What follows belongs to an exercise in optimizing a design on an open flow for small area; a production flow would make more cautious choices. RTL that was checked went through simulation tests only; none was proved equivalent to the original. No activity file was given, so power comes from the tool's default toggle rates. The clock port is modelled as an ideal driver; clocking choices that lean on that would not hold on a real chip.

==> job 5309: inputs <==
Design ca_core, start of the top module:
module ca_core (
    input  wire        clk,
    input  wire        rst,           
    output wire        imem_re,
    output wire [9:0]  imem_addr,
    input  wire [15:0] imem_rdata,
    output wire        dmem_re,
    output wire        dmem_we,
    output wire [15:0] dmem_addr,
    output wire [7:0]  dmem_wdata,
    input  wire [7:0]  dmem_rdata,
    output wire        halted,
    output wire        fault,
    output wire [15:0] fault_pc,
    output wire [15:0] fault_word,
    output wire        eff_valid,
    output wire [15:0] eff_pc,
    output wire        eff_reg_we,
    output wire [5:0]  eff_reg_idx,
    output wire [7:0]  eff_reg_val,
    output wire        eff_mem_we,
    output wire [10:0] eff_mem_addr,
    output wire [7:0]  eff_mem_val,
    output wire        eff_redirect,
    output wire [15:0] eff_target,
    output wire [4:0]  eff_sreg,
    output wire [4:0]  obs_sreg
);
clock: 10.0 ns
lec_check: 0
abc_area: 1
cap_margin: 20
core_margin: 2
core_utilization: 55
gpl_timing_driven: 0
slew_margin: 20
standard.sh (not shown) runs the stock make flow with config.mk's settings and CLKGATE_MAP_FILE= SYNTH_SCRIPT=/design/flow/synth_recipe.tcl, a recipe that flattens the netlist after the stock synthesis.
==> flow/flow/run.sh <==
#!/bin/bash
# The standard layout (standard.sh) with these changes:
#  - synthesis is the standard synthesis except that ABC maps the logic
#    for area with flow/area.abc (flow/synth_area.tcl); registers are mapped
#    exactly as in the standard synthesis,
#  - the netlist's buffers are removed at floorplan (REMOVE_ABC_BUFFERS),
#  - ports are buffered with sky130_fd_sc_hd__buf_1,
#  - clock tree synthesis builds larger sink clusters and adds no dummy loads.
# Every tool's output goes to standard.log (ORFS keeps per-step logs too).
set -uo pipefail
here=$(pwd)
export BUFFER_PORTS_ARGS="-buffer_cell sky130_fd_sc_hd__buf_1"
export REMOVE_ABC_BUFFERS=1
export CTS_ARGS="-sink_clustering_enable -repair_clock_nets -dont_use_dummy_load -buf_list sky130_fd_sc_hd__clkbuf_16 -sink_clustering_size 30 -sink_clustering_max_diameter 100"
export AREA_ABC_SCRIPT="$here/flow/area.abc"
sed "s#SYNTH_SCRIPT=[^ ]*#SYNTH_SCRIPT=$here/flow/synth_area.tcl#" standard.sh > area_standard.sh
if ! grep -q "SYNTH_SCRIPT=$here/flow/synth_area.tcl" area_standard.sh; then
  echo "could not point standard.sh at flow/synth_area.tcl" >&2
  exit 1
fi
bash area_standard.sh > standard.log 2>&1
==> flow/flow/area.abc <==
strash
dch -f
amap
==> flow/flow/synth_area.tcl <==
# The standard synthesis (synth_recipe.tcl), except that ABC maps for
# area with the script in area.abc instead of ORFS's abc_area.script.
proc synth {args} { yosys synth -nofsm -noshare {*}$args }
proc abc {args} {
  set i [lsearch -exact $args -script]
  if {$i >= 0} {
    set args [lreplace $args $i [expr {$i + 1}] -script $::env(AREA_ABC_SCRIPT)]
  }
  yosys abc {*}$args
}
source $::env(SCRIPTS_DIR)/synth.tcl
# left out here: clear keep_hierarchy, flatten, clean up, hide names made inside functions, write 1_2_yosys.v
==> inputs of job 8519, as changes to job 5309 <==
==> flow/design.v (replaced) <==
module ca_core (
    input  wire        clk,
    input  wire        rst,           
    output wire        imem_re,
    output wire [9:0]  imem_addr,
    input  wire [15:0] imem_rdata,
    output wire        dmem_re,
    output wire        dmem_we,
    output wire [15:0] dmem_addr,
    output wire [7:0]  dmem_wdata,
    input  wire [7:0]  dmem_rdata,
    output wire        halted,
    output wire        fault,
    output wire [15:0] fault_pc,
    output wire [15:0] fault_word,
    output wire        eff_valid,
    output wire [15:0] eff_pc,
    output wire        eff_reg_we,
    output wire [5:0]  eff_reg_idx,
    output wire [7:0]  eff_reg_val,
    output wire        eff_mem_we,
    output wire [10:0] eff_mem_addr,
    output wire [7:0]  eff_mem_val,
    output wire        eff_redirect,
    output wire [15:0] eff_target,
    output wire [4:0]  eff_sreg,
    output wire [4:0]  obs_sreg
);
    reg  [255:0] ring0;           
    reg  [255:0] ring1;           
    reg  [4:0]   cnt;             
    reg          clr;             
    reg  [9:0]   pc;
    reg          ovf;             
    reg          bvalid;          
    reg  [7:0]   breg;
    reg          rs5_q;           
    reg          sar_q;           
    reg          sr_z, sr_n, sr_c, sr_v, sr_s;
    wire [15:0] w  = imem_rdata;
    wire [3:0]  op = w[15:12];
    wire [5:0]  rs = w[11:6];
    wire [5:0]  lo = w[5:0];
    wire op_add  = (op == 4'd0);
    wire op_sub  = (op == 4'd1);
    wire op_mul  = (op == 4'd2);
    wire op_movi = (op == 4'd3);
    wire op_beqz = (op == 4'd4);
    wire op_andi = (op == 4'd5);
    wire op_eor  = (op == 4'd6);
    wire op_br   = (op == 4'd7);
    wire op_sal  = (op == 4'd8);
    wire op_sar  = (op == 4'd9);
    wire op_ldr  = (op == 4'd10);
    wire op_str  = (op == 4'd11);
    wire rfmt    = op_add | op_sub | op_mul | op_eor | op_br;
    wire invalid = op[3] & op[2];
    wire endw    = (w == 16'h0000);
    wire [7:0] h0 = clr ? 8'h00 : ring0[7:0];
    wire [7:0] h1 = clr ? 8'h00 : ring1[7:0];
    wire [7:0] a     = rs5_q ? h1 : h0;
    wire [7:0] bhead = lo[5] ? h1 : h0;
    wire       rs_hit = (cnt == rs[4:0]);
    wire       rt_hit = (cnt == lo[4:0]);
    wire       shift  = op_sal | op_sar;
    wire       big    = lo[5] | lo[4] | lo[3];
    wire [7:0] onehot = big ? 8'h00 : (8'h01 << lo[2:0]);
    wire [7:0] bsrc   = rfmt ? (bhead ^ {8{op_sub}}) : shift ? onehot : {lo[5], lo[5], lo};
    wire       bready = !rfmt || rt_hit;
    wire [7:0] b      = breg;
    wire exec = !ovf && !invalid && !endw && rs_hit && bvalid;
    wire [7:0] bx   = b;
    wire [8:0] ac;
    wire [8:0] sum;
    assign ac[0] = op_sub;
    genvar ga;
    generate for (ga = 0; ga < 8; ga = ga + 1) begin : g_add
        assign sum[ga]   = a[ga] ^ bx[ga] ^ ac[ga];
        assign ac[ga + 1] = (a[ga] & bx[ga]) | (ac[ga] & (a[ga] ^ bx[ga]));
    end endgenerate
    assign sum[8] = ac[8];
    wire [7:0] arev  = {a[0], a[1], a[2], a[3], a[4], a[5], a[6], a[7]};
    wire [7:0] fill  = big ? 8'hff : (8'h01 << lo[2:0]) - 8'h01;
    wire [7:0] mx    = sar_q ? arev : a;
    wire [7:0] acc [0:7];
    assign acc[0] = mx & {8{b[0]}};
    genvar gj, gk;
    generate for (gj = 1; gj < 8; gj = gj + 1) begin : g_row
        wire [8:0] c;
        assign c[gj] = 1'b0;
        for (gk = 0; gk < 8; gk = gk + 1) begin : g_col
            if (gk < gj) begin : g_keep
                assign acc[gj][gk] = acc[gj-1][gk];
            end else begin : g_add
                wire x = acc[gj-1][gk];
                wire y = mx[gk-gj] & b[gj];
                assign acc[gj][gk] = x ^ y ^ c[gk];
                assign c[gk+1]     = (x & y) | (c[gk] & (x ^ y));
            end
        end
    end endgenerate
    wire [7:0] prod = acc[7];
    wire [7:0] prs   = prod | (fill & {8{a[7] & op_sar}});
    wire [7:0] srev  = {prs[0], prs[1], prs[2], prs[3], prs[4], prs[5], prs[6], prs[7]};
    reg [7:0] r;
    always @(*) begin
        case (op)
            4'd0, 4'd1: r = sum[7:0];
            4'd2, 4'd8: r = prod;
            4'd5:       r = a & b;
            4'd6:       r = a ^ b;
            4'd9:       r = srev;
            4'd10:      r = dmem_rdata;
            default:    r = b;
        endcase
    end
    wire wr_reg = op_add | op_sub | op_mul | op_movi | op_andi | op_eor |
                  op_sal | op_sar | op_ldr;
    wire wr_zn  = op_add | op_sub | op_mul | op_andi | op_eor | op_sal | op_sar;
    wire wr_cvs = op_add | op_sub;
    wire c_new = op_sub ? !sum[8] : sum[8];
    wire v_new = (a[7] == bx[7]) && (sum[7] != a[7]);
    wire new_z = wr_zn  ? (r == 8'h00)   : sr_z;
    wire new_n = wr_zn  ? r[7]           : sr_n;
    wire new_c = wr_cvs ? c_new          : sr_c;
    wire new_v = wr_cvs ? v_new          : sr_v;
    wire new_s = wr_cvs ? (r[7] ^ v_new) : sr_s;
    wire        taken_beqz = op_beqz && (a == 8'h00);
    wire [5:0]  offs = taken_beqz ? lo : 6'd0;
    wire        neg  = taken_beqz & lo[5];
    wire [16:0] ic;
    wire [15:0] inc;
    wire [15:0] ia = {6'd0, pc};
    wire [15:0] ib = {{10{neg}}, offs};
    assign ic[0] = 1'b1;
    genvar gi;
    generate for (gi = 0; gi < 16; gi = gi + 1) begin : g_inc
        assign inc[gi]    = ia[gi] ^ ib[gi] ^ ic[gi];
        assign ic[gi + 1] = (ia[gi] & ib[gi]) | (ic[gi] & (ia[gi] ^ ib[gi]));
    end endgenerate
    wire        redirect = taken_beqz | op_br;
    wire [15:0] target   = op_br ? {a, b} : inc;
    wire w0 = exec && wr_reg && !rs[5];
    wire w1 = exec && wr_reg &&  rs[5];
    always @(posedge clk) begin
        ring0 <= {(w0 ? r : h0), ring0[255:8]};
        ring1 <= {(w1 ? r : h1), ring1[255:8]};
        if (!bvalid)
            breg <= bsrc;
        rs5_q <= rs[5];
        sar_q <= op_sar;
        if (rst) begin
            cnt    <= 5'd0;
            clr    <= 1'b1;
            pc     <= 10'd0;
            ovf    <= 1'b0;
            bvalid <= 1'b0;
            sr_z   <= 1'b0;
            sr_n   <= 1'b0;
            sr_c   <= 1'b0;
            sr_v   <= 1'b0;
            sr_s   <= 1'b0;
        end else begin
            cnt <= cnt + 5'd1;
            if (cnt == 5'd31)
                clr <= 1'b0;
            bvalid <= !exec && (bvalid || bready);
            if (exec) begin
                sr_z <= new_z;
                sr_n <= new_n;
                sr_c <= new_c;
                sr_v <= new_v;
                sr_s <= new_s;
                pc   <= target[9:0];
                ovf  <= |target[15:10];
            end
        end
    end
    assign imem_re   = 1'b1;
    assign imem_addr = pc;
    assign dmem_re    = 1'b1;
    assign dmem_we    = exec && op_str;
    assign dmem_addr  = {{10{lo[5]}}, lo};
    assign dmem_wdata = a;
    assign halted     = ovf || endw;
    assign fault      = !ovf && invalid;
    assign fault_pc   = {6'd0, pc};
    assign fault_word = w;
    assign eff_valid    = exec;
    assign eff_pc       = {6'd0, pc};
    assign eff_reg_we   = wr_reg;
    assign eff_reg_idx  = rs;
    assign eff_reg_val  = r;
    assign eff_mem_we   = op_str && !lo[5];
    assign eff_mem_addr = {{5{lo[5]}}, lo};
    assign eff_mem_val  = a;
    assign eff_redirect = redirect;
    assign eff_target   = target;
    assign eff_sreg     = {new_c, new_v, new_n, new_s, new_z};
    assign obs_sreg = {sr_c, sr_v, sr_n, sr_s, sr_z};
endmodule
==> inputs of job 9602, as changes to job 5309 <==
==> flow/design.v (replaced) <==
module ca_core (
    input  wire        clk,
    input  wire        rst,           
    output wire        imem_re,
    output wire [9:0]  imem_addr,
    input  wire [15:0] imem_rdata,
    output wire        dmem_re,
    output wire        dmem_we,
    output wire [15:0] dmem_addr,
    output wire [7:0]  dmem_wdata,
    input  wire [7:0]  dmem_rdata,
    output wire        halted,
    output wire        fault,
    output wire [15:0] fault_pc,
    output wire [15:0] fault_word,
    output wire        eff_valid,
    output wire [15:0] eff_pc,
    output wire        eff_reg_we,
    output wire [5:0]  eff_reg_idx,
    output wire [7:0]  eff_reg_val,
    output wire        eff_mem_we,
    output wire [10:0] eff_mem_addr,
    output wire [7:0]  eff_mem_val,
    output wire        eff_redirect,
    output wire [15:0] eff_target,
    output wire [4:0]  eff_sreg,
    output wire [4:0]  obs_sreg
);
    reg  [255:0] ring0;           
    reg  [255:0] ring1;           
    reg  [4:0]   cnt;             
    reg          clr;             
    reg  [9:0]   pc;
    reg          ovf;             
    reg          bvalid;          
    reg  [7:0]   breg;
    reg          sr_z, sr_n, sr_c, sr_v, sr_s;
    wire [15:0] w  = imem_rdata;
    wire [3:0]  op = w[15:12];
    wire [5:0]  rs = w[11:6];
    wire [5:0]  lo = w[5:0];
    wire op_add  = (op == 4'd0);
    wire op_sub  = (op == 4'd1);
    wire op_mul  = (op == 4'd2);
    wire op_movi = (op == 4'd3);
    wire op_beqz = (op == 4'd4);
    wire op_andi = (op == 4'd5);
    wire op_eor  = (op == 4'd6);
    wire op_br   = (op == 4'd7);
    wire op_sal  = (op == 4'd8);
    wire op_sar  = (op == 4'd9);
    wire op_ldr  = (op == 4'd10);
    wire op_str  = (op == 4'd11);
    wire rfmt    = op_add | op_sub | op_mul | op_eor | op_br;
    wire invalid = op[3] & op[2];
    wire endw    = (w == 16'h0000);
    wire [7:0] h0 = clr ? 8'h00 : ring0[7:0];
    wire [7:0] h1 = clr ? 8'h00 : ring1[7:0];
    wire [7:0] a     = rs[5] ? h1 : h0;
    wire [7:0] bhead = lo[5] ? h1 : h0;
    wire       rs_hit = (cnt == rs[4:0]);
    wire       rt_hit = (cnt == lo[4:0]);
    wire       shift  = op_sal | op_sar;
    wire       big    = lo[5] | lo[4] | lo[3];
    wire [7:0] onehot = big ? 8'h00 : (8'h01 << lo[2:0]);
    wire [7:0] bsrc   = rfmt ? bhead : shift ? onehot : {lo[5], lo[5], lo};
    wire       bready = !rfmt || rt_hit;
    wire [7:0] b      = breg;
    wire exec = !ovf && !invalid && !endw && rs_hit && bvalid;
    wire [7:0] bx   = op_sub ? ~b : b;
    wire [8:0] sum  = {1'b0, a} + {1'b0, bx} + {8'd0, op_sub};
    wire [7:0] arev  = {a[0], a[1], a[2], a[3], a[4], a[5], a[6], a[7]};
    wire [7:0] fill  = big ? 8'hff : (8'h01 << lo[2:0]) - 8'h01;
    wire [7:0] mx    = op_sar ? arev : a;
    wire [7:0] pp [0:7];
    genvar gj, gk;
    generate for (gj = 0; gj < 8; gj = gj + 1) begin : g_pp
        assign pp[gj] = b[gj] ? (mx << gj) : 8'd0;
    end endgenerate
    wire [7:0] rs_ [0:7];
    wire [7:0] rc_ [0:7];
    assign rs_[0] = pp[0];
    assign rc_[0] = 8'd0;
    generate for (gj = 1; gj < 8; gj = gj + 1) begin : g_row
        for (gk = 0; gk < 8; gk = gk + 1) begin : g_col
            wire x = rs_[gj-1][gk];
            wire y = pp[gj][gk];
            wire z = (gk == 0) ? 1'b0 : rc_[gj-1][gk-1];
            assign rs_[gj][gk] = x ^ y ^ z;
            assign rc_[gj][gk] = (x & y) | (z & (x ^ y));
        end
    end endgenerate
    wire [8:0] fc;
    wire [7:0] prod;
    assign fc[0] = 1'b0;
    generate for (gk = 0; gk < 8; gk = gk + 1) begin : g_fin
        wire x = rs_[7][gk];
        wire z = (gk == 0) ? 1'b0 : rc_[7][gk-1];
        assign prod[gk] = x ^ z ^ fc[gk];
        assign fc[gk+1] = (x & z) | (fc[gk] & (x ^ z));
    end endgenerate
    wire [7:0] prs   = prod | (fill & {8{a[7] & op_sar}});
    wire [7:0] srev  = {prs[0], prs[1], prs[2], prs[3], prs[4], prs[5], prs[6], prs[7]};
    reg [7:0] r;
    always @(*) begin
        case (op)
            4'd0, 4'd1: r = sum[7:0];
            4'd2, 4'd8: r = prod;
            4'd5:       r = a & b;
            4'd6:       r = a ^ b;
            4'd9:       r = srev;
            4'd10:      r = dmem_rdata;
            default:    r = b;
        endcase
    end
    wire wr_reg = op_add | op_sub | op_mul | op_movi | op_andi | op_eor |
                  op_sal | op_sar | op_ldr;
    wire wr_zn  = op_add | op_sub | op_mul | op_andi | op_eor | op_sal | op_sar;
    wire wr_cvs = op_add | op_sub;
    wire c_new = op_sub ? !sum[8] : sum[8];
    wire v_new = (a[7] == bx[7]) && (sum[7] != a[7]);
    wire new_z = wr_zn  ? (r == 8'h00)   : sr_z;
    wire new_n = wr_zn  ? r[7]           : sr_n;
    wire new_c = wr_cvs ? c_new          : sr_c;
    wire new_v = wr_cvs ? v_new          : sr_v;
    wire new_s = wr_cvs ? (r[7] ^ v_new) : sr_s;
    wire        taken_beqz = op_beqz && (a == 8'h00);
    wire [5:0]  offs = taken_beqz ? lo : 6'd0;
    wire        neg  = taken_beqz & lo[5];
    wire [16:0] ic;
    wire [15:0] inc;
    wire [15:0] ia = {6'd0, pc};
    wire [15:0] ib = {{10{neg}}, offs};
    assign ic[0] = 1'b1;
    genvar gi;
    generate for (gi = 0; gi < 16; gi = gi + 1) begin : g_inc
        assign inc[gi]    = ia[gi] ^ ib[gi] ^ ic[gi];
        assign ic[gi + 1] = (ia[gi] & ib[gi]) | (ic[gi] & (ia[gi] ^ ib[gi]));
    end endgenerate
    wire        redirect = taken_beqz | op_br;
    wire [15:0] target   = op_br ? {a, b} : inc;
    wire w0 = exec && wr_reg && !rs[5];
    wire w1 = exec && wr_reg &&  rs[5];
    always @(posedge clk) begin
        ring0 <= {(w0 ? r : h0), ring0[255:8]};
        ring1 <= {(w1 ? r : h1), ring1[255:8]};
        if (!bvalid)
            breg <= bsrc;
        if (rst) begin
            cnt    <= 5'd0;
            clr    <= 1'b1;
            pc     <= 10'd0;
            ovf    <= 1'b0;
            bvalid <= 1'b0;
            sr_z   <= 1'b0;
            sr_n   <= 1'b0;
            sr_c   <= 1'b0;
            sr_v   <= 1'b0;
            sr_s   <= 1'b0;
        end else begin
            cnt <= cnt + 5'd1;
            if (cnt == 5'd31)
                clr <= 1'b0;
            bvalid <= !exec && (bvalid || bready);
            if (exec) begin
                sr_z <= new_z;
                sr_n <= new_n;
                sr_c <= new_c;
                sr_v <= new_v;
                sr_s <= new_s;
                pc   <= target[9:0];
                ovf  <= |target[15:10];
            end
        end
    end
    assign imem_re   = 1'b1;
    assign imem_addr = pc;
    assign dmem_re    = 1'b1;
    assign dmem_we    = exec && op_str;
    assign dmem_addr  = {{10{lo[5]}}, lo};
    assign dmem_wdata = a;
    assign halted     = ovf || endw;
    assign fault      = !ovf && invalid;
    assign fault_pc   = {6'd0, pc};
    assign fault_word = w;
    assign eff_valid    = exec;
    assign eff_pc       = {6'd0, pc};
    assign eff_reg_we   = wr_reg;
    assign eff_reg_idx  = rs;
    assign eff_reg_val  = r;
    assign eff_mem_we   = op_str && !lo[5];
    assign eff_mem_addr = {{5{lo[5]}}, lo};
    assign eff_mem_val  = a;
    assign eff_redirect = redirect;
    assign eff_target   = target;
    assign eff_sreg     = {new_c, new_v, new_n, new_s, new_z};
    assign obs_sreg = {sr_c, sr_v, sr_n, sr_s, sr_z};
endmodule
==> flow/flow/run.sh (replaced) <==
#!/bin/bash
# The standard layout (standard.sh) with these changes:
#  - synthesis is the standard synthesis except that ABC maps the logic
#    for area with flow/area.abc (flow/synth_area.tcl); registers are mapped
#    exactly as in the standard synthesis,
#  - the netlist's buffers are removed at floorplan (REMOVE_ABC_BUFFERS),
#  - ports are buffered with sky130_fd_sc_hd__buf_1,
#  - clock tree synthesis builds larger sink clusters and adds no dummy loads.
# Every tool's output goes to standard.log (ORFS keeps per-step logs too).
set -uo pipefail
here=$(pwd)
export BUFFER_PORTS_ARGS="-buffer_cell sky130_fd_sc_hd__buf_1"
export REMOVE_ABC_BUFFERS=1
export SKIP_REPAIR_TIE_FANOUT=1
export CTS_ARGS="-sink_clustering_enable -repair_clock_nets -dont_use_dummy_load -buf_list sky130_fd_sc_hd__clkbuf_16 -sink_clustering_size 37 -sink_clustering_max_diameter 100"
export AREA_ABC_SCRIPT="$here/flow/area.abc"
sed "s#SYNTH_SCRIPT=[^ ]*#SYNTH_SCRIPT=$here/flow/synth_area.tcl#" standard.sh > area_standard.sh
if ! grep -q "SYNTH_SCRIPT=$here/flow/synth_area.tcl" area_standard.sh; then
  echo "could not point standard.sh at flow/synth_area.tcl" >&2
  exit 1
fi
bash area_standard.sh > standard.log 2>&1
==> inputs of job 5231, as changes to job 5309 <==
==> flow/flow/run.sh (replaced) <==
#!/bin/bash
# The standard layout (standard.sh) with these changes:
#  - synthesis is the standard synthesis except that ABC maps the logic
#    for area with flow/area.abc (flow/synth_area.tcl); registers are mapped
#    exactly as in the standard synthesis; full adders are not extracted
#    (ADDER_MAP_FILE empty), so ABC maps the adders too,
#  - the netlist's buffers are removed at floorplan (REMOVE_ABC_BUFFERS),
#  - ports are buffered with sky130_fd_sc_hd__buf_1,
#  - clock tree synthesis builds larger sink clusters and adds no dummy loads.
# Every tool's output goes to standard.log (ORFS keeps per-step logs too).
set -uo pipefail
here=$(pwd)
export BUFFER_PORTS_ARGS="-buffer_cell sky130_fd_sc_hd__buf_1"
export REMOVE_ABC_BUFFERS=1
export CTS_ARGS="-sink_clustering_enable -repair_clock_nets -dont_use_dummy_load -buf_list sky130_fd_sc_hd__clkbuf_16 -sink_clustering_size 30 -sink_clustering_max_diameter 100"
export AREA_ABC_SCRIPT="$here/flow/area.abc"
sed "s#SYNTH_SCRIPT=[^ ]*#SYNTH_SCRIPT=$here/flow/synth_area.tcl ADDER_MAP_FILE=#" standard.sh > area_standard.sh
if ! grep -q "SYNTH_SCRIPT=$here/flow/synth_area.tcl" area_standard.sh; then
  echo "could not point standard.sh at flow/synth_area.tcl" >&2
  exit 1
fi
bash area_standard.sh > standard.log 2>&1
==> results.txt <==
quantity                                                                                  job 5231               job 9602                    job 5309               job 8519
Run status                                                              complete, but fails checks  timing/DRC/antenna clean  complete, but fails checks  timing/DRC/antenna clean
Violated checks                                                                       setup timing                      -                setup timing                      -
Total core area                                                                         26700 um^2             26700 um^2                  26800 um^2             26800 um^2
Maximum VDD drop                                                                          0.126 mV               0.167 mV                    0.143 mV               0.136 mV
Setup violators final                                                                            1                      0                           6                      0
Met2 track demand over resource                                                              29.1%                  27.5%                       32.4%                  27.2%
Post-DP HPWL                                                                              18600 um               18600 um                    18700 um               18600 um
Overall die area                                                                        28300 um^2             28300 um^2                  28400 um^2             28500 um^2
Global-route total usage across every layer                                                  18.9%                  18.3%                       19.3%                  19.0%
Final TNS setup                                                                         -0.0292 ns                   0 ns                    -3.72 ns                   0 ns
CTS sink cnt                                                                                   548                    543                         548                    545
Min-delay src                                                                   ring1[255]$_DFF_P_     ring0[181]$_DFF_P_          ring0[163]$_DFF_P_      ring0[87]$_DFF_P_
Number of storage elements in the synthesis netlist                                            548                    543                         548                    545
Largest net degree at the start of global routing                                               31                     38                          31                     31
Synth Area in Compound Gates                                                                 11.1%                  7.62%                       7.11%                  7.53%
P per Cell Area                                                                        207 nW/um^2            208 nW/um^2                 208 nW/um^2            205 nW/um^2
Most frequent cell on the critical path                                   sky130_fd_sc_hd__nand2_2  sky130_fd_sc_hd__fa_1       sky130_fd_sc_hd__fa_2  sky130_fd_sc_hd__fa_1
Horiz. Die Dim                                                                              168 um                 168 um                      169 um                 169 um
Pwr Total                                                                                  3.43 mW                3.29 mW                     3.42 mW                3.39 mW
Area growth, synth to finish                                                                 11.6%                  6.44%                       10.3%                  10.7%
Routability congestion estimate                                                              0.941                  0.921                       0.954                  0.906
Final Cell Area                                                                         16500 um^2             15800 um^2                  16400 um^2             16500 um^2
Slowest Stage Delay on Critical Path                                                       0.28 ns                0.59 ns                     0.54 ns                0.64 ns
Max Clock Skew                                                                           0.0782 ns              0.0600 ns                   0.0327 ns              0.0542 ns
Count of routing violations after the opening detailed-route iteration                         565                    574                         497                    485
For job 5309, job 8519 and job 5231, only the layout was checked, not whether the RTL still works.

## re-timing with driven ports
No port has a modelled driver above. Below, the same layouts with a new extraction and two added sets of constraints. Step 1 (the two cells are an assumption about what drives the block):
set clk [get_ports {clk}]
set_driving_cell -lib_cell sky130_fd_sc_hd__clkbuf_16 $clk
set_driving_cell -lib_cell sky130_fd_sc_hd__buf_2 [delete_from_list [all_inputs] $clk]
Step 2 also shifts input and output timing later by t, the mid clock arrival at the registers, as if the neighbouring blocks saw the same clock. Three values: no drivers, after step 1, after step 2; two values: the first two.
| run | t, ns | setup WS [ns] | hold slack, ns | worst data-port slew with drivers (ns) |
|---|---|---|---|---|
| job 5309 | 0.567 | -0.963 / -1.061 / -1.061 | 0.303 / 0.303 / 0.303 | 0.15 |
| job 8519 | 0.561 | 0.284 / 0.258 / 0.258 | 0.260 / 0.260 / 0.260 | 0.03 |
| job 9602 | 0.552 | 0.342 / 0.318 / 0.318 | 0.278 / 0.278 / 0.278 | 0.06 |
| job 5231 | 0.563 | -0.029 / -0.116 / -0.116 | 0.270 / 0.270 / 0.270 | 0.13 |
For job 5309, which loses most, drivers alone change the setup slack by -0.098 ns; drivers and shift together by -0.098 ns.
